What follows belongs to an exercise in optimizing a design on an open flow for small area, a short achievable clock period and few clock cycles; a production flow would make more cautious choices.
In this exercise RTL edits were held to simulation tests only and were not proved equivalent to the original.
Power is estimated from default activity; no workload was simulated.

// sdrb
module sdrb (
    input  wire        clk,
    input  wire        rst_n,
    input  wire        cmd_valid,
    output wire        cmd_ready,
    input  wire [31:0] cmd_word,
    input  wire [31:0] cmd_arg0,
    input  wire [31:0] cmd_arg1,
    output wire        rsp_valid,
    input  wire        rsp_ready,
    output wire [31:0] rsp_data,
    output wire        rsp_err
);
clock: 60.0 ns
lec_check: 0
cap_margin: 20
core_margin: 2
core_utilization: 25
slew_margin: 20
standard.sh (not shown) runs the stock make flow with config.mk's settings and CLKGATE_MAP_FILE= SYNTH_SCRIPT=/design/flow/synth_recipe.tcl, a recipe that flattens the netlist after the stock synthesis.
==> flow/flow/run.sh <==
#!/bin/bash
# Layout flow: the standard flow (standard.sh) with these changes:
#  - ABC maps the logic with flow/abc_map.script (delay target 20 ns, with
#    area recovery) instead of ORFS's abc_speed.script; everything else in
#    synthesis is ORFS's (synth_recipe.tcl), so the registers are the same;
#  - the port buffers ORFS inserts at placement are sky130_fd_sc_hd__buf_2;
#  - clock tree synthesis uses larger sink clusters and no dummy loads.
# Runs in the work folder; the flow's full output goes to standard.log here.
set -o pipefail
rm -rf scripts
cp -r "$FLOW_HOME/scripts" scripts
cp flow/abc_map.script scripts/abc_speed.script
export SCRIPTS_DIR="$PWD/scripts"
export BUFFER_PORTS_ARGS="-buffer_cell sky130_fd_sc_hd__buf_2"
export CTS_ARGS="-sink_clustering_enable -repair_clock_nets -dont_use_dummy_load -sink_clustering_size 24 -sink_clustering_max_diameter 110"
bash standard.sh > standard.log 2>&1
==> flow/flow/abc_map.script <==
&get -n
&st
&synch2
&dch -f
&nf -D 20000
&st
&dch -f
&nf -D 20000
&put
buffer -c
topo
stime -c
upsize -c
dnsize -c
Testbench counts at the start, summed over its fixed seeds: cycles 14,546.
Rerun with:
--- a/flow/flow/run.sh
+++ b/flow/flow/run.sh
@@ -15 +15 @@
-export CTS_ARGS="-sink_clustering_enable -repair_clock_nets -dont_use_dummy_load -sink_clustering_size 24 -sink_clustering_max_diameter 110"
+export CTS_ARGS="-sink_clustering_enable -repair_clock_nets -dont_use_dummy_load -sink_clustering_size 20 -sink_clustering_max_diameter 100"
--- a/flow/config.mk
+++ b/flow/config.mk
@@ -10,0 +11 @@
+export GPL_TIMING_DRIVEN = 0
Sequential share of layout area came out lower by 1.2 points.
Synthesized cell count stays the same.
Wire length came out higher by 12%.
Register-to-register slack is worse by 1.4 ns.

== run 1 ==
Another version of the RTL of sdrb (not shown whole).
For scale: roughly 13000 cells after synthesis, about 140000 sq um of cells after synthesis.
Design sdrb, start of the top module:
module sdrb (
    input  wire        clk,
    input  wire        rst_n,
    input  wire        cmd_valid,
    output wire        cmd_ready,
    input  wire [31:0] cmd_word,
    input  wire [31:0] cmd_arg0,
    input  wire [31:0] cmd_arg1,
    output wire        rsp_valid,
    input  wire        rsp_ready,
    output wire [31:0] rsp_data,
    output wire        rsp_err
);
    localparam [31:0] HALF  = 32'h3F000000;
    localparam [31:0] ONE   = 32'h3F800000;
    localparam [31:0] HW_ID = 32'h53440100;
    localparam [7:0] OP_NOP     = 8'h00, OP_INIT    = 8'h01,
                     OP_WRITE   = 8'h10, OP_READ    = 8'h11, OP_SETRP  = 8'h12,
                     OP_RBRESET = 8'h13, OP_RESIZE  = 8'h14, OP_GETCAP = 8'h15,
                     OP_SETCAPF = 8'h16, OP_STEP    = 8'h17, OP_GETWC  = 8'h18,
                     OP_GETRC   = 8'h19, OP_DERESET = 8'h20, OP_SETDLY = 8'h21,
                     OP_SETFB   = 8'h22, OP_SETMIX  = 8'h23, OP_MIXSTEP = 8'h24,
                     OP_PROCESS = 8'h25, OP_BLKWR   = 8'h30, OP_BLKRD  = 8'h31,
                     OP_REGRD   = 8'h40, OP_STATCLR = 8'h41;
    localparam [2:0] S_IDLE = 3'd0, S_EXEC = 3'd1, S_HOLD = 3'd2, S_B = 3'd3,
                     S_C    = 3'd4, S_D    = 3'd5, S_SER  = 3'd6;
    localparam [2:0] P_MOD = 3'd0, P_MUL = 3'd1, P_DIV = 3'd2, P_DLY = 3'd3,
                     P_FIN = 3'd4, P_FINB = 3'd5;
    reg  [2:0]  state;
  ...
Settings: LEC_CHECK=0, CAP_MARGIN=20, CORE_MARGIN=2, CORE_UTILIZATION=25, SLEW_MARGIN=20; clock period 60.0 ns.
==> flow/flow/run.sh <==
#!/bin/bash
# Layout flow: the standard flow (standard.sh) with these changes:
#  - ABC maps the logic with flow/abc_map.script (fewer delay-driven
#    restructuring rounds, more area recovery) instead of ORFS's
#    abc_speed.script; the rest of synthesis is ORFS's (synth_recipe.tcl), so
#    the registers are the standard synthesis's;
#  - flow/fa_polarity.py then removes inverters around full adders in the
#    synthesized netlist (it rewires, never changes a register);
#  - the port buffers ORFS inserts at placement are sky130_fd_sc_hd__buf_2;
#  - clock tree synthesis uses larger sink clusters and no dummy loads.
# Runs in the work folder; each tool's full output goes to a log file here.
set -eo pipefail
rm -rf scripts
cp -r "$FLOW_HOME/scripts" scripts
cp flow/abc_map.script scripts/abc_speed.script
export SCRIPTS_DIR="$PWD/scripts"
export BUFFER_PORTS_ARGS="-buffer_cell sky130_fd_sc_hd__buf_2"
export CTS_ARGS="-sink_clustering_enable -repair_clock_nets -dont_use_dummy_load -sink_clustering_size 12 -sink_clustering_max_diameter 60 -buf_list sky130_fd_sc_hd__clkbuf_8"
R="$PWD/orfs/results/$FLOW_PLATFORM/sdrb/base"
bash standard.sh "$R/1_2_yosys.v" > synth.log 2>&1
cp "$R/1_2_yosys.v" yosys_netlist_before_fa_polarity.v
python3 flow/fa_polarity.py yosys_netlist_before_fa_polarity.v "$R/1_2_yosys.v" > fa_polarity.log 2>&1
bash standard.sh > standard.log 2>&1
Scripts as last shown in full above: flow/flow/abc_map.script
Other scripts of this flow, unchanged in this note and not shown: flow/flow/fa_polarity.py
No stage failed in run 1, and the final checks on the layout all came back clean.
Testbench counts of run 1, summed over its fixed seeds: cycles 14,162.
### run 1 -> run 2
Settings: CORE_UTILIZATION now 40, was 25.
diff --git a/flow/flow/run.sh b/flow/flow/run.sh
--- a/flow/flow/run.sh
+++ b/flow/flow/run.sh
@@ -18 +18 @@
-export CTS_ARGS="-sink_clustering_enable -repair_clock_nets -dont_use_dummy_load -sink_clustering_size 12 -sink_clustering_max_diameter 60 -buf_list sky130_fd_sc_hd__clkbuf_8"
+export CTS_ARGS="-sink_clustering_enable -repair_clock_nets -dont_use_dummy_load -sink_clustering_size 16 -sink_clustering_max_diameter 50 -buf_list sky130_fd_sc_hd__clkbuf_8"
==> notes.md <==
- Looking at the reports, run 2 completed the entire flow and the layout it produced met the timing, design-rule and antenna checks.
- Compared run 2 vs run 1, and layout overhead on the synthesized area is down in run 2.
- Diff run 1..run 2 | I/O pin total | unchanged
- In the reports for run 2 and run 1, the larger count of plain and timing-repair buffers in the layout belongs to run 1.
- Re core utilization: run 2 and run 1 aren't equal, and the higher value belongs to run 2.
- The lower clock slew at the register clock pins of the worst setup and hold paths of run 2 and run 1 is in run 2.
- The run showing the greater power attributed to combinational cells is run 2.
Inputs modified between run 2 and run 3:
Settings: changing CORE_UTILIZATION from 40 to 25.
diff --git a/flow/flow/run.sh b/flow/flow/run.sh
--- a/flow/flow/run.sh
+++ b/flow/flow/run.sh
@@ -18 +18 @@
-export CTS_ARGS="-sink_clustering_enable -repair_clock_nets -dont_use_dummy_load -sink_clustering_size 16 -sink_clustering_max_diameter 50 -buf_list sky130_fd_sc_hd__clkbuf_8"
+export CTS_ARGS="-sink_clustering_enable -repair_clock_nets -dont_use_dummy_load -sink_clustering_size 20 -sink_clustering_max_diameter 100"
[summary]
Run 3 closes out successfully: all stages finished, all timing, DRC and antenna checks passed. Side by side, global routing usage on met1 turned out lower in run 3 than in run 2. NOTE routed metal-1 wire length run 2->run 3 increased by a few percent. Run 2 → run 3: x dimension of the die picked up an extra about 26%, die area picked up an extra 60%, die boundary height picked up an extra 26%, sequential share of layout area lost 1.0 points.
> inputs changed (run 3 -> run 4)
Settings: a change of CORE_UTILIZATION from 25 to 40.
diff --git a/flow/flow/run.sh b/flow/flow/run.sh
--- a/flow/flow/run.sh
+++ b/flow/flow/run.sh
@@ -10 +10,3 @@
-#  - clock tree synthesis uses larger sink clusters and no dummy loads.
+#  - clock tree synthesis builds the tree from sky130_fd_sc_hd__clkbuf_8
+#    cells, with sink clusters of at most 12 registers within 60 um, and
+#    inserts no dummy loads.
@@ -18 +20 @@
-export CTS_ARGS="-sink_clustering_enable -repair_clock_nets -dont_use_dummy_load -sink_clustering_size 20 -sink_clustering_max_diameter 100"
+export CTS_ARGS="-sink_clustering_enable -repair_clock_nets -dont_use_dummy_load -sink_clustering_size 12 -sink_clustering_max_diameter 60 -buf_list sky130_fd_sc_hd__clkbuf_8"
--- outcome ---
Compared with run 3, run 4 shows a floorplan core area that is 210000 sq um lower. Comparing antenna diode count for run 3 and run 4, the bigger number came from run 3. Run 3 has higher first-pass GRT wire length than run 4. Run 3 → run 4: proportion of total power due to net switching shows an increase of 1.2 points, final cell count went down by 2850, final critical delay including setup and external delays went down by 62 ps.
### run 4 -> run 5
Settings: swapping 40 for 50 in CORE_UTILIZATION.
diff --git a/flow/flow/run.sh b/flow/flow/run.sh
--- a/flow/flow/run.sh
+++ b/flow/flow/run.sh
@@ -10,3 +10 @@
-#  - clock tree synthesis builds the tree from sky130_fd_sc_hd__clkbuf_8
-#    cells, with sink clusters of at most 12 registers within 60 um, and
-#    inserts no dummy loads.
+#  - clock tree synthesis uses larger sink clusters and no dummy loads.
==> comparison <==
- Placeable core area was lower in run 5 than in run 4.
- For the non-clock buffer count, run 5 came in about 2.4% higher than run 4 did.
- In the flow results for run 5 and run 4, the detailed-router iteration count before antenna repair is smaller on run 5.
- [compare] base=run 4 new=run 5: part of the total power dissipated in the clock network moved down, clock skew about even, sequential share of layout area higher.

-- separate check: timing with driven ports --
Ports are ideal in the flow. The routed layouts listed here were re-timed in OpenROAD. Step 1 (the two cells are an assumption about what drives the block):
set clk [get_ports {clk}]
set_driving_cell -lib_cell sky130_fd_sc_hd__clkbuf_16 $clk
set_driving_cell -lib_cell sky130_fd_sc_hd__buf_2 [delete_from_list [all_inputs] $clk]
Step 2 also shifts input and output timing later by t, the mid clock arrival at the registers, as if the neighbouring blocks saw the same clock. a / b / c = ideal / step 1 / step 2; a / b = the first two.
run	t, ns	setup WS [ns]	worst data-port slew with drivers (ns)
the first run of note 1	0.840	35.604 / 35.581 / 35.581	0.35
the second run of note 1	0.915	35.301 / 35.280 / 35.280	0.34
run 1	1.075	35.556 / 35.535 / 35.535	0.41
run 2	1.144	35.616 / 35.593 / 35.593	0.27
run 3	0.938	35.552 / 35.531 / 35.531	0.40
run 4	1.192	35.614 / 35.592 / 35.592	0.27
run 5	1.103	35.522 / 35.498 / 35.498	0.26
After both steps every run listed still meets setup and hold. The setup slack of run 5, which loses most, moves by -0.024 ns with the drivers and by -0.024 ns with both steps.
